This design comes from an exercise in tuning for small area, a short achievable clock period and few clock cycles per item on the open sky130 flow, not from production work. Only simulation tests tie the RTL to the original design; equivalence was not proved.

==> design/flow/design.v <==
module lzc32 (
    input  wire [31:0] x,
    output wire [5:0]  n
);
    wire [15:0] v1; wire [15:0] p1;           
    wire [7:0]  v2; wire [15:0] p2;           
    wire [3:0]  v3; wire [11:0] p3;           
    wire [1:0]  v4; wire [7:0]  p4;           
    genvar i;
    generate
        for (i = 0; i < 16; i = i + 1) begin : l1
            assign v1[i] = x[2*i+1] | x[2*i];
            assign p1[i] = ~x[2*i+1];
        end
        for (i = 0; i < 8; i = i + 1) begin : l2
            assign v2[i] = v1[2*i+1] | v1[2*i];
            assign p2[2*i+1:2*i] = v1[2*i+1] ? {1'b0, p1[2*i+1]} : {1'b1, p1[2*i]};
        end
        for (i = 0; i < 4; i = i + 1) begin : l3
            assign v3[i] = v2[2*i+1] | v2[2*i];
            assign p3[3*i+2:3*i] = v2[2*i+1] ? {1'b0, p2[4*i+3:4*i+2]} : {1'b1, p2[4*i+1:4*i]};
        end
        for (i = 0; i < 2; i = i + 1) begin : l4
            assign v4[i] = v3[2*i+1] | v3[2*i];
            assign p4[4*i+3:4*i] = v3[2*i+1] ? {1'b0, p3[6*i+5:6*i+3]} : {1'b1, p3[6*i+2:6*i]};
        end
    endgenerate
    wire [4:0] p5 = v4[1] ? {1'b0, p4[7:4]} : {1'b1, p4[3:0]};
    assign n = (v4[1] | v4[0]) ? {1'b0, p5} : 6'd32;
endmodule
module fp_add_core #(
    parameter FULLNORM = 0       
) (
    input  wire [31:0] a,
    input  wire [31:0] b,
    output wire        sgn,      
    output wire [10:0] e_r,      
    output wire [23:0] m_r,      
    output wire [10:0] e_n,      
    output wire [23:0] m_n,      
    output wire        r_n,      
    output wire        ovf,      
    output wire        zero,     
    output wire        zsgn,     
    output wire        is_nan,
    output wire        is_inf,   
    output wire        inf_sgn
);
    wire        sa = a[31];
    wire        sb = b[31];
    wire [7:0]  ea = a[30:23];
    wire [7:0]  eb = b[30:23];
    wire [22:0] fa = a[22:0];
    wire [22:0] fb = b[22:0];
    wire a_max = &ea;
    wire b_max = &eb;
    wire a_nan = a_max & (|fa);
    wire b_nan = b_max & (|fb);
    wire a_inf = a_max & ~(|fa);
    wire b_inf = b_max & ~(|fb);
    assign is_nan  = a_nan | b_nan | (a_inf & b_inf & (sa ^ sb));
    assign is_inf  = a_inf | b_inf;
    assign inf_sgn = a_inf ? sa : sb;
    wire        ha  = |ea;
    wire        hb  = |eb;
    wire [7:0]  eae = {ea[7:1], ea[0] | ~ha};
    wire [7:0]  ebe = {eb[7:1], eb[0] | ~hb};
    wire [8:0]  dab = {1'b0, eae} - {1'b0, ebe};
    wire [8:0]  dba = {1'b0, ebe} - {1'b0, eae};
    wire        big_ab = (dab[7:0] > 8'd26);
    wire        big_ba = (dba[7:0] > 8'd26);
    wire        swap = (a[30:0] < b[30:0]);
    wire        eff_sub = sa ^ sb;
    wire        sL   = swap ? sb : sa;
    wire [7:0]  eL   = swap ? ebe : eae;
    wire [23:0] mL   = swap ? {hb, fb} : {ha, fa};
    wire [23:0] mS   = swap ? {ha, fa} : {hb, fb};
    wire [4:0]  dd   = swap ? (big_ba ? 5'd26 : dba[4:0]) : (big_ab ? 5'd26 : dab[4:0]);
    wire [49:0] shx = {mS, 26'd0} >> dd;
    wire [23:0] lmask;
    genvar j;
    generate for (j = 0; j < 24; j = j + 1) begin : g_mask
        assign lmask[j] = (dd > j + 2);
    end endgenerate
    wire        stk = |(mS & lmask);
    wire [26:0] aligned = {shx[49:24], stk};
    wire [26:0] mLx = {mL, 3'b000};
    wire [27:0] sum = {1'b0, mLx} + ({1'b0, aligned} ^ {28{eff_sub}}) + {27'd0, eff_sub};
    wire [26:0] s0  = sum[26:0];
    wire        cy  = sum[27] & ~eff_sub;
    wire [26:0] stop;
    generate
        if (FULLNORM) begin : g_full
            assign stop = 27'd0;
        end else begin : g_clamp
            for (j = 0; j < 27; j = j + 1) begin : g_stop
                assign stop[j] = (eL == 8'd27 - j);
            end
        end
    endgenerate
    wire [5:0]  lz;
    lzc32 u_lzc (.x({s0 | stop, 5'b11111}), .n(lz));
    wire [4:0]  sh  = lz[4:0];
    wire [26:0] sl  = s0 << sh;
    wire [26:0] s   = cy ? {sum[27:2], sum[1] | sum[0]} : sl;
    wire [10:0] e   = cy ? {3'b000, eL} + 11'd1 : {3'b000, eL} - {6'd0, sh};
    wire [23:0] mant  = s[26:3];
    wire        guard = s[2];
    wire        rest  = s[1] | s[0];
    wire        rup   = guard & (rest | mant[0]);
    wire        rcy   = rup & (&mant);
    wire [23:0] minc  = mant + {23'd0, rup};
    assign m_r  = rcy ? 24'h800000 : minc;
    assign e_n  = e;
    assign m_n  = mant;
    assign r_n  = rup;
    assign e_r  = e + {10'd0, rcy};
    wire        e254 = cy ? (eL == 8'd253) : ((eL == 8'd254) & (sh == 5'd0));
    assign ovf  = (cy & (eL == 8'd254)) | (e254 & rcy);
    assign sgn  = sL;
    assign zero = ~(|sum);
    assign zsgn = sL & ~eff_sub;
endmodule
module fp_add (
    input  wire [31:0] a,
    input  wire [31:0] b,
    output reg  [31:0] y
);
    wire        sgn, ovf, zero, zsgn, is_nan, is_inf, inf_sgn;
    wire [10:0] e_r;
    wire [23:0] m_r;
    fp_add_core #(.FULLNORM(0)) u (
        .a(a), .b(b), .sgn(sgn), .e_r(e_r), .m_r(m_r), .ovf(ovf), .zero(zero), .zsgn(zsgn),
        .is_nan(is_nan), .is_inf(is_inf), .inf_sgn(inf_sgn));
    wire [7:0] e_field = m_r[23] ? e_r[7:0] : 8'd0;
    always @* begin
        if (is_nan)
            y = 32'h7fc00000;
        else if (is_inf)
            y = {inf_sgn, 8'hff, 23'd0};
        else if (zero)
            y = {zsgn, 31'd0};
        else if (ovf)
            y = {sgn, 8'hff, 23'd0};
        else
            y = {sgn, e_field, m_r[22:0]};
    end
endmodule
module fp_add_n (
    input  wire [31:0] a,
    input  wire [31:0] b,
    output wire        n_sgn,
    output wire [10:0] n_exp,
    output wire [23:0] n_sig,
    output wire        n_rup,
    output wire        n_zero,
    output wire        n_inf,
    output wire        n_nan
);
    wire        sgn, ovf, zero, zsgn, is_nan, is_inf, inf_sgn;
    wire [10:0] e_r, e_n;
    wire [23:0] m_r, m_n;
    wire        r_n;
    fp_add_core #(.FULLNORM(1)) u (
        .a(a), .b(b), .sgn(sgn), .e_r(e_r), .m_r(m_r), .e_n(e_n), .m_n(m_n), .r_n(r_n),
        .ovf(ovf), .zero(zero), .zsgn(zsgn),
        .is_nan(is_nan), .is_inf(is_inf), .inf_sgn(inf_sgn));
    assign n_nan  = is_nan;
    assign n_inf  = ~is_nan & (is_inf | (~zero & ovf));
    assign n_zero = ~is_nan & ~is_inf & zero;
    assign n_sgn  = is_inf ? inf_sgn : zero ? zsgn : sgn;
    assign n_exp  = e_n;
    assign n_sig  = m_n;
    assign n_rup  = r_n;
endmodule
module mul24cs (
    input  wire [23:0] a,
    input  wire [23:0] b,
    input  wire        r,
    output wire [47:0] s,
    output wire [47:0] c
);
    wire [27:0] ae = {3'b000, a, 1'b0};
    wire [23:0] ra = a & {24{r}};
    wire [12:0] neg, nneg, one, two;
    genvar i;
    generate for (i = 0; i < 13; i = i + 1) begin : g_booth
        wire [2:0] dg = ae[2*i+2:2*i];
        assign neg[i]  = dg[2] & ~(dg[1] & dg[0]);
        assign nneg[i] = ~neg[i];
        assign one[i]  = dg[1] ^ dg[0];
        assign two[i]  = (dg == 3'b011) | (dg == 3'b100);
    end endgenerate
    wire [24:0] pp0 = (({25{one[0]}} & {1'b0, b}) | ({25{two[0]}} & {b, 1'b0})) ^ {25{neg[0]}};
    wire [24:0] pp1 = (({25{one[1]}} & {1'b0, b}) | ({25{two[1]}} & {b, 1'b0})) ^ {25{neg[1]}};
    wire [24:0] pp2 = (({25{one[2]}} & {1'b0, b}) | ({25{two[2]}} & {b, 1'b0})) ^ {25{neg[2]}};
    wire [24:0] pp3 = (({25{one[3]}} & {1'b0, b}) | ({25{two[3]}} & {b, 1'b0})) ^ {25{neg[3]}};
    wire [24:0] pp4 = (({25{one[4]}} & {1'b0, b}) | ({25{two[4]}} & {b, 1'b0})) ^ {25{neg[4]}};
    wire [24:0] pp5 = (({25{one[5]}} & {1'b0, b}) | ({25{two[5]}} & {b, 1'b0})) ^ {25{neg[5]}};
    wire [24:0] pp6 = (({25{one[6]}} & {1'b0, b}) | ({25{two[6]}} & {b, 1'b0})) ^ {25{neg[6]}};
    wire [24:0] pp7 = (({25{one[7]}} & {1'b0, b}) | ({25{two[7]}} & {b, 1'b0})) ^ {25{neg[7]}};
    wire [24:0] pp8 = (({25{one[8]}} & {1'b0, b}) | ({25{two[8]}} & {b, 1'b0})) ^ {25{neg[8]}};
    wire [24:0] pp9 = (({25{one[9]}} & {1'b0, b}) | ({25{two[9]}} & {b, 1'b0})) ^ {25{neg[9]}};
    wire [24:0] pp10 = (({25{one[10]}} & {1'b0, b}) | ({25{two[10]}} & {b, 1'b0})) ^ {25{neg[10]}};
    wire [24:0] pp11 = (({25{one[11]}} & {1'b0, b}) | ({25{two[11]}} & {b, 1'b0})) ^ {25{neg[11]}};
    wire [24:0] pp12 = (({25{one[12]}} & {1'b0, b}) | ({25{two[12]}} & {b, 1'b0})) ^ {25{neg[12]}};
  wire hs0, hc0; assign {hc0, hs0} = pp0[22] + pp1[20];
  wire hs1, hc1; assign {hc1, hs1} = pp0[23] + pp1[21];
  wire fs2, fc2; assign {fc2, fs2} = pp0[24] + pp1[22] + pp2[20];
  wire hs3, hc3; assign {hc3, hs3} = neg[0] + pp1[23];
  wire fs4, fc4; assign {fc4, fs4} = nneg[0] + pp1[24] + pp2[22];
  wire hs5, hc5; assign {hc5, hs5} = neg[1] + pp2[23];
  wire hs6, hc6; assign {hc6, hs6} = pp0[14] + pp1[12];
  wire hs7, hc7; assign {hc7, hs7} = pp0[15] + pp1[13];
  wire fs8, fc8; assign {fc8, fs8} = pp0[16] + pp1[14] + pp2[12];
  wire hs9, hc9; assign {hc9, hs9} = pp3[10] + pp4[8];
  wire fs10, fc10; assign {fc10, fs10} = pp0[17] + pp1[15] + pp2[13];
  wire hs11, hc11; assign {hc11, hs11} = pp3[11] + pp4[9];
  wire fs12, fc12; assign {fc12, fs12} = pp0[18] + pp1[16] + pp2[14];
  wire fs13, fc13; assign {fc13, fs13} = pp3[12] + pp4[10] + pp5[8];
  wire hs14, hc14; assign {hc14, hs14} = pp6[6] + pp7[4];
  wire fs15, fc15; assign {fc15, fs15} = pp0[19] + pp1[17] + pp2[15];
  wire fs16, fc16; assign {fc16, fs16} = pp3[13] + pp4[11] + pp5[9];
  wire hs17, hc17; assign {hc17, hs17} = pp6[7] + pp7[5];
  wire fs18, fc18; assign {fc18, fs18} = pp0[20] + pp1[18] + pp2[16];
  wire fs19, fc19; assign {fc19, fs19} = pp3[14] + pp4[12] + pp5[10];
  wire fs20, fc20; assign {fc20, fs20} = pp6[8] + pp7[6] + pp8[4];
  wire hs21, hc21; assign {hc21, hs21} = pp9[2] + pp10[0];
  wire fs22, fc22; assign {fc22, fs22} = pp0[21] + pp1[19] + pp2[17];
  wire fs23, fc23; assign {fc23, fs23} = pp3[15] + pp4[13] + pp5[11];
  wire fs24, fc24; assign {fc24, fs24} = pp6[9] + pp7[7] + pp8[5];
  wire hs25, hc25; assign {hc25, hs25} = pp9[3] + pp10[1];
  wire fs26, fc26; assign {fc26, fs26} = pp2[18] + pp3[16] + pp4[14];
  wire fs27, fc27; assign {fc27, fs27} = pp5[12] + pp6[10] + pp7[8];
  wire fs28, fc28; assign {fc28, fs28} = pp8[6] + pp9[4] + pp10[2];
  wire fs29, fc29; assign {fc29, fs29} = pp11[0] + neg[11] + ra[22];
  wire fs30, fc30; assign {fc30, fs30} = pp2[19] + pp3[17] + pp4[15];
  wire fs31, fc31; assign {fc31, fs31} = pp5[13] + pp6[11] + pp7[9];
  wire fs32, fc32; assign {fc32, fs32} = pp8[7] + pp9[5] + pp10[3];
  wire fs33, fc33; assign {fc33, fs33} = pp11[1] + ra[23] + hs1;
  wire fs34, fc34; assign {fc34, fs34} = pp3[18] + pp4[16] + pp5[14];
  wire fs35, fc35; assign {fc35, fs35} = pp6[12] + pp7[10] + pp8[8];
  wire fs36, fc36; assign {fc36, fs36} = pp9[6] + pp10[4] + pp11[2];
  wire fs37, fc37; assign {fc37, fs37} = pp12[0] + neg[12] + fs2;
  wire fs38, fc38; assign {fc38, fs38} = pp2[21] + pp3[19] + pp4[17];
  wire fs39, fc39; assign {fc39, fs39} = pp5[15] + pp6[13] + pp7[11];
  wire fs40, fc40; assign {fc40, fs40} = pp8[9] + pp9[7] + pp10[5];
  wire fs41, fc41; assign {fc41, fs41} = pp11[3] + pp12[1] + hs3;
  wire fs42, fc42; assign {fc42, fs42} = pp3[20] + pp4[18] + pp5[16];
  wire fs43, fc43; assign {fc43, fs43} = pp6[14] + pp7[12] + pp8[10];
  wire fs44, fc44; assign {fc44, fs44} = pp9[8] + pp10[6] + pp11[4];
  wire fs45, fc45; assign {fc45, fs45} = pp12[2] + 1'b1 + fs4;
  wire fs46, fc46; assign {fc46, fs46} = pp3[21] + pp4[19] + pp5[17];
  wire fs47, fc47; assign {fc47, fs47} = pp6[15] + pp7[13] + pp8[11];
  wire fs48, fc48; assign {fc48, fs48} = pp9[9] + pp10[7] + pp11[5];
  wire fs49, fc49; assign {fc49, fs49} = pp12[3] + 1'b1 + hs5;
  wire fs50, fc50; assign {fc50, fs50} = nneg[1] + pp2[24] + pp3[22];
  wire fs51, fc51; assign {fc51, fs51} = pp4[20] + pp5[18] + pp6[16];
  wire fs52, fc52; assign {fc52, fs52} = pp7[14] + pp8[12] + pp9[10];
  wire fs53, fc53; assign {fc53, fs53} = pp10[8] + pp11[6] + pp12[4];
  wire fs54, fc54; assign {fc54, fs54} = neg[2] + pp3[23] + pp4[21];
  wire fs55, fc55; assign {fc55, fs55} = pp5[19] + pp6[17] + pp7[15];
  wire fs56, fc56; assign {fc56, fs56} = pp8[13] + pp9[11] + pp10[9];
  wire hs57, hc57; assign {hc57, hs57} = pp11[7] + pp12[5];
  wire fs58, fc58; assign {fc58, fs58} = nneg[2] + pp3[24] + pp4[22];
  wire fs59, fc59; assign {fc59, fs59} = pp5[20] + pp6[18] + pp7[16];
  wire fs60, fc60; assign {fc60, fs60} = pp8[14] + pp9[12] + pp10[10];
  wire fs61, fc61; assign {fc61, fs61} = neg[3] + pp4[23] + pp5[21];
  wire fs62, fc62; assign {fc62, fs62} = pp6[19] + pp7[17] + pp8[15];
  wire hs63, hc63; assign {hc63, hs63} = pp9[13] + pp10[11];
  wire fs64, fc64; assign {fc64, fs64} = nneg[3] + pp4[24] + pp5[22];
  wire fs65, fc65; assign {fc65, fs65} = pp6[20] + pp7[18] + pp8[16];
  wire fs66, fc66; assign {fc66, fs66} = neg[4] + pp5[23] + pp6[21];
  wire hs67, hc67; assign {hc67, hs67} = pp7[19] + pp8[17];
  wire fs68, fc68; assign {fc68, fs68} = nneg[4] + pp5[24] + pp6[22];
  wire hs69, hc69; assign {hc69, hs69} = neg[5] + pp6[23];
  wire hs70, hc70; assign {hc70, hs70} = pp0[8] + pp1[6];
  wire hs71, hc71; assign {hc71, hs71} = pp0[9] + pp1[7];
  wire fs72, fc72; assign {fc72, fs72} = pp0[10] + pp1[8] + pp2[6];
  wire hs73, hc73; assign {hc73, hs73} = pp3[4] + pp4[2];
  wire fs74, fc74; assign {fc74, fs74} = pp0[11] + pp1[9] + pp2[7];
  wire hs75, hc75; assign {hc75, hs75} = pp3[5] + pp4[3];
  wire fs76, fc76; assign {fc76, fs76} = pp0[12] + pp1[10] + pp2[8];
  wire fs77, fc77; assign {fc77, fs77} = pp3[6] + pp4[4] + pp5[2];
  wire hs78, hc78; assign {hc78, hs78} = pp6[0] + neg[6];
  wire fs79, fc79; assign {fc79, fs79} = pp0[13] + pp1[11] + pp2[9];
  wire fs80, fc80; assign {fc80, fs80} = pp3[7] + pp4[5] + pp5[3];
  wire hs81, hc81; assign {hc81, hs81} = pp6[1] + ra[13];
  wire fs82, fc82; assign {fc82, fs82} = pp2[10] + pp3[8] + pp4[6];
  wire fs83, fc83; assign {fc83, fs83} = pp5[4] + pp6[2] + pp7[0];
  wire fs84, fc84; assign {fc84, fs84} = neg[7] + ra[14] + hs6;
  wire fs85, fc85; assign {fc85, fs85} = pp2[11] + pp3[9] + pp4[7];
  wire fs86, fc86; assign {fc86, fs86} = pp5[5] + pp6[3] + pp7[1];
  wire fs87, fc87; assign {fc87, fs87} = ra[15] + hs7 + hc6;
  wire fs88, fc88; assign {fc88, fs88} = pp5[6] + pp6[4] + pp7[2];
  wire fs89, fc89; assign {fc89, fs89} = pp8[0] + neg[8] + ra[16];
  wire fs90, fc90; assign {fc90, fs90} = fs8 + hs9 + hc7;
  wire fs91, fc91; assign {fc91, fs91} = pp5[7] + pp6[5] + pp7[3];
  wire fs92, fc92; assign {fc92, fs92} = pp8[1] + ra[17] + fs10;
  wire fs93, fc93; assign {fc93, fs93} = hs11 + fc8 + hc9;
  wire fs94, fc94; assign {fc94, fs94} = pp8[2] + pp9[0] + neg[9];
  wire fs95, fc95; assign {fc95, fs95} = ra[18] + fs12 + fs13;
  wire fs96, fc96; assign {fc96, fs96} = hs14 + fc10 + hc11;
  wire fs97, fc97; assign {fc97, fs97} = pp8[3] + pp9[1] + ra[19];
  wire fs98, fc98; assign {fc98, fs98} = fs15 + fs16 + hs17;
  wire fs99, fc99; assign {fc99, fs99} = fc12 + fc13 + hc14;
  wire fs100, fc100; assign {fc100, fs100} = neg[10] + ra[20] + fs18;
  wire fs101, fc101; assign {fc101, fs101} = fs19 + fs20 + hs21;
  wire fs102, fc102; assign {fc102, fs102} = fc15 + fc16 + hc17;
  wire fs103, fc103; assign {fc103, fs103} = ra[21] + fs22 + fs23;
  wire fs104, fc104; assign {fc104, fs104} = fs24 + hs25 + fc18;
  wire fs105, fc105; assign {fc105, fs105} = fc19 + fc20 + hc21;
  wire fs106, fc106; assign {fc106, fs106} = hs0 + fs26 + fs27;
  wire fs107, fc107; assign {fc107, fs107} = fs28 + fs29 + fc22;
  wire fs108, fc108; assign {fc108, fs108} = fc23 + fc24 + hc25;
  wire fs109, fc109; assign {fc109, fs109} = hc0 + fs30 + fs31;
  wire fs110, fc110; assign {fc110, fs110} = fs32 + fs33 + fc26;
  wire fs111, fc111; assign {fc111, fs111} = fc27 + fc28 + fc29;
  wire fs112, fc112; assign {fc112, fs112} = hc1 + fs34 + fs35;
  wire fs113, fc113; assign {fc113, fs113} = fs36 + fs37 + fc30;
  wire fs114, fc114; assign {fc114, fs114} = fc31 + fc32 + fc33;
  wire fs115, fc115; assign {fc115, fs115} = fc2 + fs38 + fs39;
  wire fs116, fc116; assign {fc116, fs116} = fs40 + fs41 + fc34;
  wire fs117, fc117; assign {fc117, fs117} = fc35 + fc36 + fc37;
  wire fs118, fc118; assign {fc118, fs118} = hc3 + fs42 + fs43;
  wire fs119, fc119; assign {fc119, fs119} = fs44 + fs45 + fc38;
  wire fs120, fc120; assign {fc120, fs120} = fc39 + fc40 + fc41;
  wire fs121, fc121; assign {fc121, fs121} = fc4 + fs46 + fs47;
  wire fs122, fc122; assign {fc122, fs122} = fs48 + fs49 + fc42;
  wire fs123, fc123; assign {fc123, fs123} = fc43 + fc44 + fc45;
  wire fs124, fc124; assign {fc124, fs124} = hc5 + fs50 + fs51;
  wire fs125, fc125; assign {fc125, fs125} = fs52 + fs53 + fc46;
  wire fs126, fc126; assign {fc126, fs126} = fc47 + fc48 + fc49;
  wire fs127, fc127; assign {fc127, fs127} = 1'b1 + fs54 + fs55;
  wire fs128, fc128; assign {fc128, fs128} = fs56 + hs57 + fc50;
  wire fs129, fc129; assign {fc129, fs129} = fc51 + fc52 + fc53;
  wire fs130, fc130; assign {fc130, fs130} = pp11[8] + pp12[6] + fs58;
  wire fs131, fc131; assign {fc131, fs131} = fs59 + fs60 + fc54;
  wire fs132, fc132; assign {fc132, fs132} = fc55 + fc56 + hc57;
  wire fs133, fc133; assign {fc133, fs133} = pp11[9] + pp12[7] + 1'b1;
  wire fs134, fc134; assign {fc134, fs134} = fs61 + fs62 + hs63;
  wire fs135, fc135; assign {fc135, fs135} = fc58 + fc59 + fc60;
  wire fs136, fc136; assign {fc136, fs136} = pp9[14] + pp10[12] + pp11[10];
  wire fs137, fc137; assign {fc137, fs137} = pp12[8] + fs64 + fs65;
  wire fs138, fc138; assign {fc138, fs138} = fc61 + fc62 + hc63;
  wire fs139, fc139; assign {fc139, fs139} = pp9[15] + pp10[13] + pp11[11];
  wire fs140, fc140; assign {fc140, fs140} = pp12[9] + 1'b1 + fs66;
  wire fs141, fc141; assign {fc141, fs141} = hs67 + fc64 + fc65;
  wire fs142, fc142; assign {fc142, fs142} = pp7[20] + pp8[18] + pp9[16];
  wire fs143, fc143; assign {fc143, fs143} = pp10[14] + pp11[12] + pp12[10];
  wire fs144, fc144; assign {fc144, fs144} = fs68 + fc66 + hc67;
  wire fs145, fc145; assign {fc145, fs145} = pp7[21] + pp8[19] + pp9[17];
  wire fs146, fc146; assign {fc146, fs146} = pp10[15] + pp11[13] + pp12[11];
  wire fs147, fc147; assign {fc147, fs147} = 1'b1 + hs69 + fc68;
  wire fs148, fc148; assign {fc148, fs148} = nneg[5] + pp6[24] + pp7[22];
  wire fs149, fc149; assign {fc149, fs149} = pp8[20] + pp9[18] + pp10[16];
  wire fs150, fc150; assign {fc150, fs150} = pp11[14] + pp12[12] + hc69;
  wire fs151, fc151; assign {fc151, fs151} = neg[6] + pp7[23] + pp8[21];
  wire fs152, fc152; assign {fc152, fs152} = pp9[19] + pp10[17] + pp11[15];
  wire hs153, hc153; assign {hc153, hs153} = pp12[13] + 1'b1;
  wire fs154, fc154; assign {fc154, fs154} = nneg[6] + pp7[24] + pp8[22];
  wire fs155, fc155; assign {fc155, fs155} = pp9[20] + pp10[18] + pp11[16];
  wire fs156, fc156; assign {fc156, fs156} = neg[7] + pp8[23] + pp9[21];
  wire hs157, hc157; assign {hc157, hs157} = pp10[19] + pp11[17];
  wire fs158, fc158; assign {fc158, fs158} = nneg[7] + pp8[24] + pp9[22];
  wire hs159, hc159; assign {hc159, hs159} = neg[8] + pp9[23];
  wire hs160, hc160; assign {hc160, hs160} = pp0[4] + pp1[2];
  wire hs161, hc161; assign {hc161, hs161} = pp0[5] + pp1[3];
  wire fs162, fc162; assign {fc162, fs162} = pp0[6] + pp1[4] + pp2[2];
  wire hs163, hc163; assign {hc163, hs163} = pp3[0] + neg[3];
  wire fs164, fc164; assign {fc164, fs164} = pp0[7] + pp1[5] + pp2[3];
  wire hs165, hc165; assign {hc165, hs165} = pp3[1] + ra[7];
  wire fs166, fc166; assign {fc166, fs166} = pp2[4] + pp3[2] + pp4[0];
  wire fs167, fc167; assign {fc167, fs167} = neg[4] + ra[8] + hs70;
  wire fs168, fc168; assign {fc168, fs168} = pp2[5] + pp3[3] + pp4[1];
  wire fs169, fc169; assign {fc169, fs169} = ra[9] + hs71 + hc70;
  wire fs170, fc170; assign {fc170, fs170} = pp5[0] + neg[5] + ra[10];
  wire fs171, fc171; assign {fc171, fs171} = fs72 + hs73 + hc71;
  wire fs172, fc172; assign {fc172, fs172} = pp5[1] + ra[11] + fs74;
  wire fs173, fc173; assign {fc173, fs173} = hs75 + fc72 + hc73;
  wire fs174, fc174; assign {fc174, fs174} = ra[12] + fs76 + fs77;
  wire fs175, fc175; assign {fc175, fs175} = hs78 + fc74 + hc75;
  wire fs176, fc176; assign {fc176, fs176} = fs79 + fs80 + hs81;
  wire fs177, fc177; assign {fc177, fs177} = fc76 + fc77 + hc78;
  wire fs178, fc178; assign {fc178, fs178} = fs82 + fs83 + fs84;
  wire fs179, fc179; assign {fc179, fs179} = fc79 + fc80 + hc81;
  wire fs180, fc180; assign {fc180, fs180} = fs85 + fs86 + fs87;
  wire fs181, fc181; assign {fc181, fs181} = fc82 + fc83 + fc84;
  wire fs182, fc182; assign {fc182, fs182} = fs88 + fs89 + fs90;
  wire fs183, fc183; assign {fc183, fs183} = fc85 + fc86 + fc87;
  wire fs184, fc184; assign {fc184, fs184} = fs91 + fs92 + fs93;
  wire fs185, fc185; assign {fc185, fs185} = fc88 + fc89 + fc90;
  wire fs186, fc186; assign {fc186, fs186} = fs94 + fs95 + fs96;
  wire fs187, fc187; assign {fc187, fs187} = fc91 + fc92 + fc93;
  wire fs188, fc188; assign {fc188, fs188} = fs97 + fs98 + fs99;
  wire fs189, fc189; assign {fc189, fs189} = fc94 + fc95 + fc96;
  wire fs190, fc190; assign {fc190, fs190} = fs100 + fs101 + fs102;
  wire fs191, fc191; assign {fc191, fs191} = fc97 + fc98 + fc99;
  wire fs192, fc192; assign {fc192, fs192} = fs103 + fs104 + fs105;
  wire fs193, fc193; assign {fc193, fs193} = fc100 + fc101 + fc102;
  wire fs194, fc194; assign {fc194, fs194} = fs106 + fs107 + fs108;
  wire fs195, fc195; assign {fc195, fs195} = fc103 + fc104 + fc105;
  wire fs196, fc196; assign {fc196, fs196} = fs109 + fs110 + fs111;
  wire fs197, fc197; assign {fc197, fs197} = fc106 + fc107 + fc108;
  wire fs198, fc198; assign {fc198, fs198} = fs112 + fs113 + fs114;
  wire fs199, fc199; assign {fc199, fs199} = fc109 + fc110 + fc111;
  wire fs200, fc200; assign {fc200, fs200} = fs115 + fs116 + fs117;
  wire fs201, fc201; assign {fc201, fs201} = fc112 + fc113 + fc114;
  wire fs202, fc202; assign {fc202, fs202} = fs118 + fs119 + fs120;
  wire fs203, fc203; assign {fc203, fs203} = fc115 + fc116 + fc117;
  wire fs204, fc204; assign {fc204, fs204} = fs121 + fs122 + fs123;
  wire fs205, fc205; assign {fc205, fs205} = fc118 + fc119 + fc120;
  wire fs206, fc206; assign {fc206, fs206} = fs124 + fs125 + fs126;
  wire fs207, fc207; assign {fc207, fs207} = fc121 + fc122 + fc123;
  wire fs208, fc208; assign {fc208, fs208} = fs127 + fs128 + fs129;
  wire fs209, fc209; assign {fc209, fs209} = fc124 + fc125 + fc126;
  wire fs210, fc210; assign {fc210, fs210} = fs130 + fs131 + fs132;
  wire fs211, fc211; assign {fc211, fs211} = fc127 + fc128 + fc129;
  wire fs212, fc212; assign {fc212, fs212} = fs133 + fs134 + fs135;
  wire fs213, fc213; assign {fc213, fs213} = fc130 + fc131 + fc132;
  wire fs214, fc214; assign {fc214, fs214} = fs136 + fs137 + fs138;
  wire fs215, fc215; assign {fc215, fs215} = fc133 + fc134 + fc135;
  wire fs216, fc216; assign {fc216, fs216} = fs139 + fs140 + fs141;
  wire fs217, fc217; assign {fc217, fs217} = fc136 + fc137 + fc138;
  wire fs218, fc218; assign {fc218, fs218} = fs142 + fs143 + fs144;
  wire fs219, fc219; assign {fc219, fs219} = fc139 + fc140 + fc141;
  wire fs220, fc220; assign {fc220, fs220} = fs145 + fs146 + fs147;
  wire fs221, fc221; assign {fc221, fs221} = fc142 + fc143 + fc144;
  wire fs222, fc222; assign {fc222, fs222} = fs148 + fs149 + fs150;
  wire fs223, fc223; assign {fc223, fs223} = fc145 + fc146 + fc147;
  wire fs224, fc224; assign {fc224, fs224} = fs151 + fs152 + hs153;
  wire fs225, fc225; assign {fc225, fs225} = fc148 + fc149 + fc150;
  wire fs226, fc226; assign {fc226, fs226} = pp12[14] + fs154 + fs155;
  wire fs227, fc227; assign {fc227, fs227} = fc151 + fc152 + hc153;
  wire fs228, fc228; assign {fc228, fs228} = pp12[15] + 1'b1 + fs156;
  wire fs229, fc229; assign {fc229, fs229} = hs157 + fc154 + fc155;
  wire fs230, fc230; assign {fc230, fs230} = pp10[20] + pp11[18] + pp12[16];
  wire fs231, fc231; assign {fc231, fs231} = fs158 + fc156 + hc157;
  wire fs232, fc232; assign {fc232, fs232} = pp10[21] + pp11[19] + pp12[17];
  wire fs233, fc233; assign {fc233, fs233} = 1'b1 + hs159 + fc158;
  wire fs234, fc234; assign {fc234, fs234} = nneg[8] + pp9[24] + pp10[22];
  wire fs235, fc235; assign {fc235, fs235} = pp11[20] + pp12[18] + hc159;
  wire fs236, fc236; assign {fc236, fs236} = neg[9] + pp10[23] + pp11[21];
  wire hs237, hc237; assign {hc237, hs237} = pp12[19] + 1'b1;
  wire fs238, fc238; assign {fc238, fs238} = nneg[9] + pp10[24] + pp11[22];
  wire hs239, hc239; assign {hc239, hs239} = neg[10] + pp11[23];
  wire hs240, hc240; assign {hc240, hs240} = pp0[2] + pp1[0];
  wire hs241, hc241; assign {hc241, hs241} = pp0[3] + pp1[1];
  wire fs242, fc242; assign {fc242, fs242} = pp2[0] + neg[2] + ra[4];
  wire fs243, fc243; assign {fc243, fs243} = pp2[1] + ra[5] + hs161;
  wire fs244, fc244; assign {fc244, fs244} = ra[6] + fs162 + hs163;
  wire fs245, fc245; assign {fc245, fs245} = fs164 + hs165 + fc162;
  wire fs246, fc246; assign {fc246, fs246} = fs166 + fs167 + fc164;
  wire fs247, fc247; assign {fc247, fs247} = fs168 + fs169 + fc166;
  wire fs248, fc248; assign {fc248, fs248} = fs170 + fs171 + fc168;
  wire fs249, fc249; assign {fc249, fs249} = fs172 + fs173 + fc170;
  wire fs250, fc250; assign {fc250, fs250} = fs174 + fs175 + fc172;
  wire fs251, fc251; assign {fc251, fs251} = fs176 + fs177 + fc174;
  wire fs252, fc252; assign {fc252, fs252} = fs178 + fs179 + fc176;
  wire fs253, fc253; assign {fc253, fs253} = fs180 + fs181 + fc178;
  wire fs254, fc254; assign {fc254, fs254} = fs182 + fs183 + fc180;
  wire fs255, fc255; assign {fc255, fs255} = fs184 + fs185 + fc182;
  wire fs256, fc256; assign {fc256, fs256} = fs186 + fs187 + fc184;
  wire fs257, fc257; assign {fc257, fs257} = fs188 + fs189 + fc186;
  wire fs258, fc258; assign {fc258, fs258} = fs190 + fs191 + fc188;
  wire fs259, fc259; assign {fc259, fs259} = fs192 + fs193 + fc190;
  wire fs260, fc260; assign {fc260, fs260} = fs194 + fs195 + fc192;
  wire fs261, fc261; assign {fc261, fs261} = fs196 + fs197 + fc194;
  wire fs262, fc262; assign {fc262, fs262} = fs198 + fs199 + fc196;
  wire fs263, fc263; assign {fc263, fs263} = fs200 + fs201 + fc198;
  wire fs264, fc264; assign {fc264, fs264} = fs202 + fs203 + fc200;
  wire fs265, fc265; assign {fc265, fs265} = fs204 + fs205 + fc202;
  wire fs266, fc266; assign {fc266, fs266} = fs206 + fs207 + fc204;
  wire fs267, fc267; assign {fc267, fs267} = fs208 + fs209 + fc206;
  wire fs268, fc268; assign {fc268, fs268} = fs210 + fs211 + fc208;
  wire fs269, fc269; assign {fc269, fs269} = fs212 + fs213 + fc210;
  wire fs270, fc270; assign {fc270, fs270} = fs214 + fs215 + fc212;
  wire fs271, fc271; assign {fc271, fs271} = fs216 + fs217 + fc214;
  wire fs272, fc272; assign {fc272, fs272} = fs218 + fs219 + fc216;
  wire fs273, fc273; assign {fc273, fs273} = fs220 + fs221 + fc218;
  wire fs274, fc274; assign {fc274, fs274} = fs222 + fs223 + fc220;
  wire fs275, fc275; assign {fc275, fs275} = fs224 + fs225 + fc222;
  wire fs276, fc276; assign {fc276, fs276} = fs226 + fs227 + fc224;
  wire fs277, fc277; assign {fc277, fs277} = fs228 + fs229 + fc226;
  wire fs278, fc278; assign {fc278, fs278} = fs230 + fs231 + fc228;
  wire fs279, fc279; assign {fc279, fs279} = fs232 + fs233 + fc230;
  wire fs280, fc280; assign {fc280, fs280} = fs234 + fs235 + fc232;
  wire fs281, fc281; assign {fc281, fs281} = fs236 + hs237 + fc234;
  wire fs282, fc282; assign {fc282, fs282} = pp12[20] + fs238 + fc236;
  wire fs283, fc283; assign {fc283, fs283} = pp12[21] + 1'b1 + hs239;
  wire fs284, fc284; assign {fc284, fs284} = nneg[10] + pp11[24] + pp12[22];
  wire hs285, hc285; assign {hc285, hs285} = neg[11] + pp12[23];
  wire hs286, hc286; assign {hc286, hs286} = pp0[0] + neg[0];
  wire hs287, hc287; assign {hc287, hs287} = pp0[1] + ra[1];
  wire fs288, fc288; assign {fc288, fs288} = neg[1] + ra[2] + hs240;
  wire fs289, fc289; assign {fc289, fs289} = ra[3] + hs241 + hc240;
  wire fs290, fc290; assign {fc290, fs290} = hs160 + fs242 + hc241;
  wire fs291, fc291; assign {fc291, fs291} = hc160 + fs243 + fc242;
  wire fs292, fc292; assign {fc292, fs292} = hc161 + fs244 + fc243;
  wire fs293, fc293; assign {fc293, fs293} = hc163 + fs245 + fc244;
  wire fs294, fc294; assign {fc294, fs294} = hc165 + fs246 + fc245;
  wire fs295, fc295; assign {fc295, fs295} = fc167 + fs247 + fc246;
  wire fs296, fc296; assign {fc296, fs296} = fc169 + fs248 + fc247;
  wire fs297, fc297; assign {fc297, fs297} = fc171 + fs249 + fc248;
  wire fs298, fc298; assign {fc298, fs298} = fc173 + fs250 + fc249;
  wire fs299, fc299; assign {fc299, fs299} = fc175 + fs251 + fc250;
  wire fs300, fc300; assign {fc300, fs300} = fc177 + fs252 + fc251;
  wire fs301, fc301; assign {fc301, fs301} = fc179 + fs253 + fc252;
  wire fs302, fc302; assign {fc302, fs302} = fc181 + fs254 + fc253;
  wire fs303, fc303; assign {fc303, fs303} = fc183 + fs255 + fc254;
  wire fs304, fc304; assign {fc304, fs304} = fc185 + fs256 + fc255;
  wire fs305, fc305; assign {fc305, fs305} = fc187 + fs257 + fc256;
  wire fs306, fc306; assign {fc306, fs306} = fc189 + fs258 + fc257;
  wire fs307, fc307; assign {fc307, fs307} = fc191 + fs259 + fc258;
  wire fs308, fc308; assign {fc308, fs308} = fc193 + fs260 + fc259;
  wire fs309, fc309; assign {fc309, fs309} = fc195 + fs261 + fc260;
  wire fs310, fc310; assign {fc310, fs310} = fc197 + fs262 + fc261;
  wire fs311, fc311; assign {fc311, fs311} = fc199 + fs263 + fc262;
  wire fs312, fc312; assign {fc312, fs312} = fc201 + fs264 + fc263;
  wire fs313, fc313; assign {fc313, fs313} = fc203 + fs265 + fc264;
  wire fs314, fc314; assign {fc314, fs314} = fc205 + fs266 + fc265;
  wire fs315, fc315; assign {fc315, fs315} = fc207 + fs267 + fc266;
  wire fs316, fc316; assign {fc316, fs316} = fc209 + fs268 + fc267;
  wire fs317, fc317; assign {fc317, fs317} = fc211 + fs269 + fc268;
  wire fs318, fc318; assign {fc318, fs318} = fc213 + fs270 + fc269;
  wire fs319, fc319; assign {fc319, fs319} = fc215 + fs271 + fc270;
  wire fs320, fc320; assign {fc320, fs320} = fc217 + fs272 + fc271;
  wire fs321, fc321; assign {fc321, fs321} = fc219 + fs273 + fc272;
  wire fs322, fc322; assign {fc322, fs322} = fc221 + fs274 + fc273;
  wire fs323, fc323; assign {fc323, fs323} = fc223 + fs275 + fc274;
  wire fs324, fc324; assign {fc324, fs324} = fc225 + fs276 + fc275;
  wire fs325, fc325; assign {fc325, fs325} = fc227 + fs277 + fc276;
  wire fs326, fc326; assign {fc326, fs326} = fc229 + fs278 + fc277;
  wire fs327, fc327; assign {fc327, fs327} = fc231 + fs279 + fc278;
  wire fs328, fc328; assign {fc328, fs328} = fc233 + fs280 + fc279;
  wire fs329, fc329; assign {fc329, fs329} = fc235 + fs281 + fc280;
  wire fs330, fc330; assign {fc330, fs330} = hc237 + fs282 + fc281;
  wire fs331, fc331; assign {fc331, fs331} = fc238 + fs283 + fc282;
  wire fs332, fc332; assign {fc332, fs332} = hc239 + fs284 + fc283;
  wire fs333, fc333; assign {fc333, fs333} = 1'b1 + hs285 + fc284;
    assign s = {fs333, fs332, fs331, fs330, fs329, fs328, fs327, fs326, fs325, fs324, fs323, fs322, fs321, fs320, fs319, fs318, fs317, fs316, fs315, fs314, fs313, fs312, fs311, fs310, fs309, fs308, fs307, fs306, fs305, fs304, fs303, fs302, fs301, fs300, fs299, fs298, fs297, fs296, fs295, fs294, fs293, fs292, fs291, fs290, fs289, fs288, hs287, ra[0]};
    assign c = {fc332, fc331, fc330, fc329, fc328, fc327, fc326, fc325, fc324, fc323, fc322, fc321, fc320, fc319, fc318, fc317, fc316, fc315, fc314, fc313, fc312, fc311, fc310, fc309, fc308, fc307, fc306, fc305, fc304, fc303, fc302, fc301, fc300, fc299, fc298, fc297, fc296, fc295, fc294, fc293, fc292, fc291, fc290, fc289, fc288, hc287, hc286, hs286};
endmodule
module fp_mul_round (
    input  wire [47:0] ps,
    input  wire [47:0] pc,
    input  wire [10:0] e_pre,
    input  wire        sgn,
    input  wire        t_nan,
    input  wire        t_inf,
    input  wire        t_zero,
    output reg  [31:0] y
);
    wire [47:0] p  = ps + pc;
    wire        stlo = |((ps[21:0] ^ pc[21:0]) ^ {ps[20:0] | pc[20:0], 1'b0});
    wire        hi = p[47];
    wire [23:0] mant  = hi ? p[47:24] : p[46:23];
    wire        guard = hi ? p[23] : p[22];
    wire        st    = hi ? (p[22] | stlo) : stlo;
    wire        rup   = guard & (st | mant[0]);
    wire        rcy   = rup & (&mant);
    wire [23:0] minc  = mant + {23'd0, rup};
    wire [23:0] m_r   = rcy ? 24'h800000 : minc;
    wire [10:0] e0 = e_pre;
    wire [10:0] e1 = e_pre + 11'd1;
    wire [10:0] e2 = e_pre + 11'd2;
    wire [1:0]  inc = {1'b0, hi} + {1'b0, rcy};
    wire [10:0] e_r = inc[1] ? e2 : inc[0] ? e1 : e0;
    wire        o0 = ~e0[10] & (e0 >= 11'd255);
    wire        o1 = ~e0[10] & (e0 >= 11'd254);
    wire        o2 = ~e0[10] & (e0 >= 11'd253);
    wire        ovf = inc[1] ? o2 : inc[0] ? o1 : o0;
    wire [7:0]  e_field = m_r[23] ? e_r[7:0] : 8'd0;
    always @* begin
        if (t_nan)
            y = 32'h7fc00000;
        else if (t_inf)
            y = {sgn, 8'hff, 23'd0};
        else if (t_zero)
            y = {sgn, 31'd0};
        else if (ovf)
            y = {sgn, 8'hff, 23'd0};
        else
            y = {sgn, e_field, m_r[22:0]};
    end
endmodule
module fp_mul_denorm (
    input  wire [47:0] ps,
    input  wire [47:0] pc,
    input  wire [10:0] e_pre,
    output wire [47:0] q,
    output wire [10:0] e_q
);
    wire [47:0] p    = ps + pc;
    wire        stlo = |((ps[21:0] ^ pc[21:0]) ^ {ps[20:0] | pc[20:0], 1'b0});
    wire [26:0] w    = {p[47:22], stlo};
    wire [10:0] k    = 11'd1 - e_pre;             
    wire        s16  = (k >= 11'd16);
    wire        s4   = ~s16 & (k >= 11'd4);
    wire [26:0] w1   = s16 ? {16'd0, w[26:17], w[16] | (|w[15:0])} :
                       s4  ? {4'd0, w[26:5], w[4] | (|w[3:0])} :
                             {1'd0, w[26:2], w[1] | w[0]};
    assign q   = {w1, 21'd0};
    assign e_q = e_pre + (s16 ? 11'd16 : s4 ? 11'd4 : 11'd1);
endmodule
module meteor_flt (
    input  wire        clk,
    input  wire        rst,           
    input  wire        load,
    input  wire [31:0] load_coef,
    input  wire        in_valid,
    output wire        in_ready,
    input  wire [31:0] in_re,
    input  wire [31:0] in_im,
    output reg         out_valid,
    input  wire        out_ready,
    output wire [31:0] out_re,
    output wire [31:0] out_im
);
    reg        sA, sB, sC;
    reg        ld;                    
    reg [31:0] x_re, x_im;
    reg [31:0] acc_re, acc_im;
    reg        c_sgn, c_zero, c_inf, c_nan;
    reg [10:0] c_exp;
    reg [22:0] c_frac;
    reg [47:0] p_s, p_c;
    reg [10:0] p_exp;
    reg        p_sgn, p_nan, p_inf, p_zero;
    reg        p_sub;                 
    wire stall = (sB || sC) && p_sub;
    wire adv = !(out_valid && !out_ready);
    wire go  = adv && !stall;
    assign in_ready = !sA && !ld && go;
    wire take_smp = in_ready && in_valid && !load;
    wire take_ld  = in_ready && load;
    assign out_re = acc_re;
    assign out_im = acc_im;
    wire [31:0] s1_x = sB ? x_im : x_re;
    wire [31:0] s1_a = sB ? acc_im : acc_re;
    wire        d_sgn, d_zero, d_inf, d_nan;
    wire [10:0] d_exp;
    wire [23:0] d_sig;
    wire        d_rup;
    fp_add_n u_sub (
        .a(s1_x), .b({~s1_a[31], s1_a[30:0]}),
        .n_sgn(d_sgn), .n_exp(d_exp), .n_sig(d_sig), .n_rup(d_rup),
        .n_zero(d_zero), .n_inf(d_inf), .n_nan(d_nan));
    wire [47:0] m_s, m_c;
    mul24cs u_mul (.a({1'b1, c_frac}), .b(d_sig), .r(d_rup), .s(m_s), .c(m_c));
    wire t_nan  = c_nan | d_nan | (c_zero & d_inf) | (c_inf & d_zero);
    wire t_inf  = c_inf | d_inf;
    wire t_zero = c_zero | d_zero;
    wire [10:0] t_exp = c_exp + d_exp - 11'd127;
    wire        t_low = t_exp[10] || t_exp == 11'd0;
    wire        t_uf  = t_exp[10] && (t_exp < 11'h7e7);         
    wire        t_sub = !t_nan && !t_inf && !t_zero && t_low && !t_uf;
    wire [31:0] s2_a = sC ? acc_im : acc_re;
    wire [31:0] t;
    fp_mul_round u_rnd (
        .ps(p_s), .pc(p_c), .e_pre(p_exp), .sgn(p_sgn),
        .t_nan(p_nan), .t_inf(p_inf), .t_zero(p_zero), .y(t));
    wire [47:0] q;
    wire [10:0] e_q;
    fp_mul_denorm u_dn (.ps(p_s), .pc(p_c), .e_pre(p_exp), .q(q), .e_q(e_q));
    wire [31:0] sum;
    fp_add u_add (.a(s2_a), .b(t), .y(sum));
    wire [7:0]  lc_e = x_re[30:23];
    wire [22:0] lc_f = x_re[22:0];
    wire [5:0]  lc_lz;
    lzc32 u_clz (.x({lc_f, 9'h1ff}), .n(lc_lz));
    wire        lc_sub = (lc_e == 8'd0);
    wire [22:0] lc_fn  = lc_sub ? (lc_f << (lc_lz[4:0] + 5'd1)) : lc_f;
    wire [10:0] lc_en  = lc_sub ? (11'd0 - {6'd0, lc_lz[4:0]}) : {3'd0, lc_e};
    always @(posedge clk) begin
        if (rst) begin
            sA        <= 1'b0;
            sB        <= 1'b0;
            sC        <= 1'b0;
            p_sub     <= 1'b0;
            ld        <= 1'b0;
            out_valid <= 1'b0;
            acc_re    <= 32'd0;
            acc_im    <= 32'd0;
            c_sgn     <= 1'b0;
            c_zero    <= 1'b1;
            c_inf     <= 1'b0;
            c_nan     <= 1'b0;
            c_exp     <= 11'd0;
            c_frac    <= 23'd0;
        end else begin
            if (take_smp) begin
                x_re <= in_re;
                x_im <= in_im;
            end else if (take_ld) begin
                x_re <= load_coef;
            end
            if (take_ld)
                ld <= 1'b1;
            if (adv && stall) begin
                if (out_ready)
                    out_valid <= 1'b0;
                p_s   <= q;
                p_c   <= 48'd0;
                p_exp <= e_q;
                p_sub <= (e_q != 11'd1);
            end
            if (go) begin
                sA <= take_smp;
                sB <= sA;
                sC <= sB;
                out_valid <= sC;
                p_s    <= m_s;
                p_c    <= m_c;
                p_exp  <= t_exp;
                p_sgn  <= c_sgn ^ d_sgn;
                p_nan  <= t_nan;
                p_inf  <= t_inf;
                p_zero <= t_zero | t_uf;
                p_sub  <= t_sub;
                if (sB)
                    acc_re <= sum;
                if (sC)
                    acc_im <= sum;
                if (ld && !sB && !sC) begin
                    ld     <= 1'b0;
                    acc_re <= 32'd0;
                    acc_im <= 32'd0;
                    c_sgn  <= x_re[31];
                    c_zero <= (x_re[30:0] == 31'd0);
                    c_inf  <= (lc_e == 8'hff) && (lc_f == 23'd0);
                    c_nan  <= (lc_e == 8'hff) && (lc_f != 23'd0);
                    c_exp  <= lc_en;
                    c_frac <= lc_fn;
                end
            end
        end
    end
endmodule
==> design/flow/run.sh <==
#!/bin/bash
# synth_recipe.tcl (not shown) runs the flow's synth.tcl, then flattens the netlist and writes it again
# the make line also repeats each setting of config.mk as NAME=value (left out here)
make -C /OpenROAD-flow-scripts/flow DESIGN_CONFIG=/design/flow/config.mk WORK_HOME=/design/flow/orfs CLKGATE_MAP_FILE= SYNTH_SCRIPT=/design/flow/synth_recipe.tcl finish
==> design/flow/config.mk <==
export PLATFORM = sky130hd
export DESIGN_NAME = meteor_flt
export DESIGN_NICKNAME = meteor_flt
export VERILOG_FILES = /design/flow/design.v
export SDC_FILE = /design/flow/constraint.sdc
export NUM_CORES = 4
export LEC_CHECK = 0
export ABC_AREA = 1
export CAP_MARGIN = 20
export CORE_MARGIN = 2
export CORE_UTILIZATION = 40
export SETUP_SLACK_MARGIN = 4
export SLEW_MARGIN = 20
==> design/flow/constraint.sdc <==
create_clock -name core_clock -period 18.0 [get_ports {clk}]
set_input_delay 3.6000 -clock core_clock [delete_from_list [all_inputs] [get_ports {clk}]]
set_output_delay 3.6000 -clock core_clock [all_outputs]
set_load 0.01 [all_outputs]
==> summary.txt <==
area by class of cell:
cell class / count / area, um2
fill: 13500 / 69000
clock inverter: 21 / 246
timing repair buffer: 471 / 4140
clock buffer: 44 / 983
inverter: 1232 / 4750
tap: 1742 / 2180
timing repair inverter: 2 / 15.0
multi-input combinational: 6040 / 40800
sequential: 281 / 7380
metal layers:
layer	up-vias	wire length, um
met2	3101	96400
met1	26500	92300
li1	26200	-
met4	6	10100
met3	575	22800
met5	-	80
worst max-delay path: cells and delay by family, from the launching register on:
family,cells,cell delay (ns)
DFF,1,0.41
buffers and inverters,14,2.22
adders and majority gates,9,3.59
AOI/OAI and AO/OA,10,1.89
xor gates and xnor gates,3,0.62
and+or+nand+nor,29,4.43
cells in the mapped netlist (23+ instances only):
| cell type | n |
|---|---|
| nand2_1 | 1783 |
| o21ai_1 | 31 |
| buf_1 | 46 |
| nand4_1 | 125 |
| a31oi_1 | 32 |
| mux2_2 | 32 |
| inv_1 | 1162 |
| or2_2 | 27 |
| nand2_4 | 58 |
| fa_1 | 288 |
| xor2_1 | 423 |
| o21ai_0 | 548 |
| o211ai_1 | 30 |
| nand3_2 | 55 |
| nor2_2 | 27 |
| a21oi_1 | 334 |
| dfxtp_1 | 106 |
| inv_2 | 39 |
| xnor2_1 | 42 |
| nor4_1 | 41 |
| ha_1 | 318 |
| nand3_1 | 496 |
| nor3_1 | 70 |
| clkinv_1 | 23 |
| clkbuf_1 | 234 |
| edfxtp_1 | 175 |
| nand2_2 | 107 |
| nor2_1 | 590 |
| o22ai_1 | 302 |
sequential cells by signal (all words and copies together), names as in the netlist, 9 cells and up:
signal  count
x_re       32
c_frac     23
p_s        48
acc_im     32
x_im       32
c_exp       9
acc_re     32
p_c        48
p_exp      11
cells by family (layout without fill, tap and decap cells):
logic type / after synthesis / count (layout) / synth area share (%)
AND/OR/NAND/NOR: 3454 / 3475 / 30.2
buffers and inverters: 1583 / 1770 / 12.4
AO/OA/AOI/OAI: 1452 / 1458 / 16.1
adder cells (fa/ha/maj): 606 / 606 / 18.7
XOR/XNOR: 465 / 465 / 7.80
flip-flops: 281 / 281 / 14.1
multiplexers: 36 / 36 / 0.767
repair_timing:
item                       CTS  global route
resized for setup          159           418
pin swaps                   24           105
buffers inserted            39           121
setup endpoints to repair  139           138
cloned                      18            11
path summary, 6_finish.rpt:
kind                               start  endpoint
worst max-delay path                  sB   p_s[34]
worst min-delay path            c_exp[0]  c_exp[0]
worst max register to register        sB   p_s[34]
worst min register to register  c_exp[0]  c_exp[0]
metrics by stage:
stage | hold WS (ns) | cell area [um2] | util [%] | cells
2_1_floorplan | 0.443 | 52200 | - | 7877
3_3_place_gp | 0.456 | 55400 | 42.8 | 9578
3_5_place_dp | 0.457 | 55400 | 42.8 | 9578
4_1_cts | 0.469 | 57700 | 44.6 | 9700
5_1_grt | 0.483 | 60500 | 46.7 | 9833
6_report | 0.472 | 60500 | 46.7 | 9833
==> reports/results.tsv <==
stage	metric	value	unit
global_route	vias in the first global route	52900	
die	Die H	365	um
global_route	first-pass GRT wire length	326	mm
synth	Cells after Synth	7877	
synth	Synth top area share	12.8	%
critical_path	Max FO, Critical Path	45	
placement	port bufs	166	
route	first-pass iteration count of the detailed router	6	
die	Ports	167	
sta	setup ws final	4.50	ns
global_route	initial antenna violation count	3	
sta	fmax	74.1	MHz
sta	post-layout minimum cycle time	13.50	ns
route	DRC	0	
synth	Seq/Total Area, Yosys	14.1	%
layout	antenna fix cells	0	
critical_path	crit path launch type	flip-flop	
placement	GPL Wtd Cong	1.02	
sta	Rel. slew slack	23.5	%
critical_path	WP data arrival	13.78	ns
die	Cell Rows	132	
sta	Slew Limit Fails	0	
die	core area	129000	um2
synth	ys async rst share	0	%
synth	Syn Area/Cell	6.63	um2
global_route	met1 Use GR	43.4	%
clock_tree	Clock Latency Late Sink	0.60	ns
placement	hpwl dp	170	mm
die	die area	133000	um2
sta	period utilization	75.0	%
clock_tree	CTS max path bufs	3	
clock_tree	CTS Sinks	281	
synth	Yosys warnings	3	
synth	top post-synthesis cells by area	nand2_1 13%, fa_1 11%, edfxtp_1 10%	
sta	Setup TNS Final	0	ns
synth	post-synthesis register bit count	281	
global_route	gr usage total	31.9	%
status	outcome	complete, no violations	
critical_path	path type of the worst setup path	reg -> reg	
clock_tree	CTS tree	yes	
global_route	largest net degree at the start of global routing	88	
global_route	grt peak-use layer	met2	
clock_tree	Num CTS Buffers	36	
critical_path	CP max stage cell	or4_1	
synth	cell taking the most area after synthesis	nand2_1	
critical_path	CP Capture Type	flip-flop	
layout	most frequent cells in the layout	1,697 x nand2_1, 1,139 x inv_1, 520 x nor2_1	
sta	Final Hold Fails	0	
clock_tree	# hold bufs at CTS	0	
route	routed vias	56400	
run	MaxCap Viol Count	0	
min_path	Hold WC Path Type	reg -> reg	
layout	Final Net Count	8771	
clock_tree	CTS clk-pin slew, worst paths	0.08	ns
critical_path	Worst EP required	18.29	ns
clock_tree	CTS H-tree lvls	2	
layout	share of layout cells above drive strength 1	14.6	%
critical_path	most frequent CP cell	nand2_1	
route	post-route ant nets	0	
layout	most common cell after layout, fill and taps aside	nand2_1	
synth	Synth Flop Type	edfxtp_1	
critical_path	reg-to-reg slack, setup	4.50	ns
critical_path	Worst Reg-to-Reg Cells	65	
global_route	M2 GR Usage	49.4	%
global_route	GRT overflow	0	
placement	dpl ws	1.35	ns
synth	library cells used by synthesis	89	
sta	Setup Skew	0.0372	ns
route	routed length per instance	22.5	um
critical_path	Max stage delay on crit path	0.61	ns
synth	EDFF count, synth	175	
sta	final setup violating endpoints	0	
route	vias per cell	5.74	
sta	RSZ-0062 raised after global routing	no	
synth	synthesized area	52200	um2
route	DRT Wirelength	222	mm
sta	worst slew pin tran	1.15	ns
min_path	WHS Path Cells	2	
die	Die X	365	um
global_route	met3 usage	6.35	%
route	DRC violation total after the first TritonRoute iteration	6879	
clock_tree	Root Buffer	clkbuf_16	
die	initial core utilization	40.3	%
synth	Post-Syn Nets	8584	
layout	area delta synth->final	15.9	%
Testbench counts, summed over its fixed seeds: cycles 8,224, items 4,096.

[port drivers added, routing unchanged]
Ports are ideal in the flow. The routed layout listed here was re-timed in OpenROAD.
Step 1 assumes that a clkbuf_16 drives the clock port and a buf_2 every other input.
Step 2 times the ports against the registers' clock, not the clock port: input delays grow and output delays shrink by t, the midpoint of the rising clock arrivals with the driver on.
Slacks: no drivers / after step 1 / after step 2; pairs: no drivers / after step 1.
t, ns: 0.653
setup slack, ns: 4.502 / 4.502 / 4.502
clock arrival spread, ns: 0.038 / 0.037
slew at the worst register clock pin (ns): 0.08 / 0.08
pins driven straight from the clock port: 1
After both steps this run still meets setup and hold. The setup slack of this run moves by 0.000 ns with the drivers and by 0.000 ns with both steps.
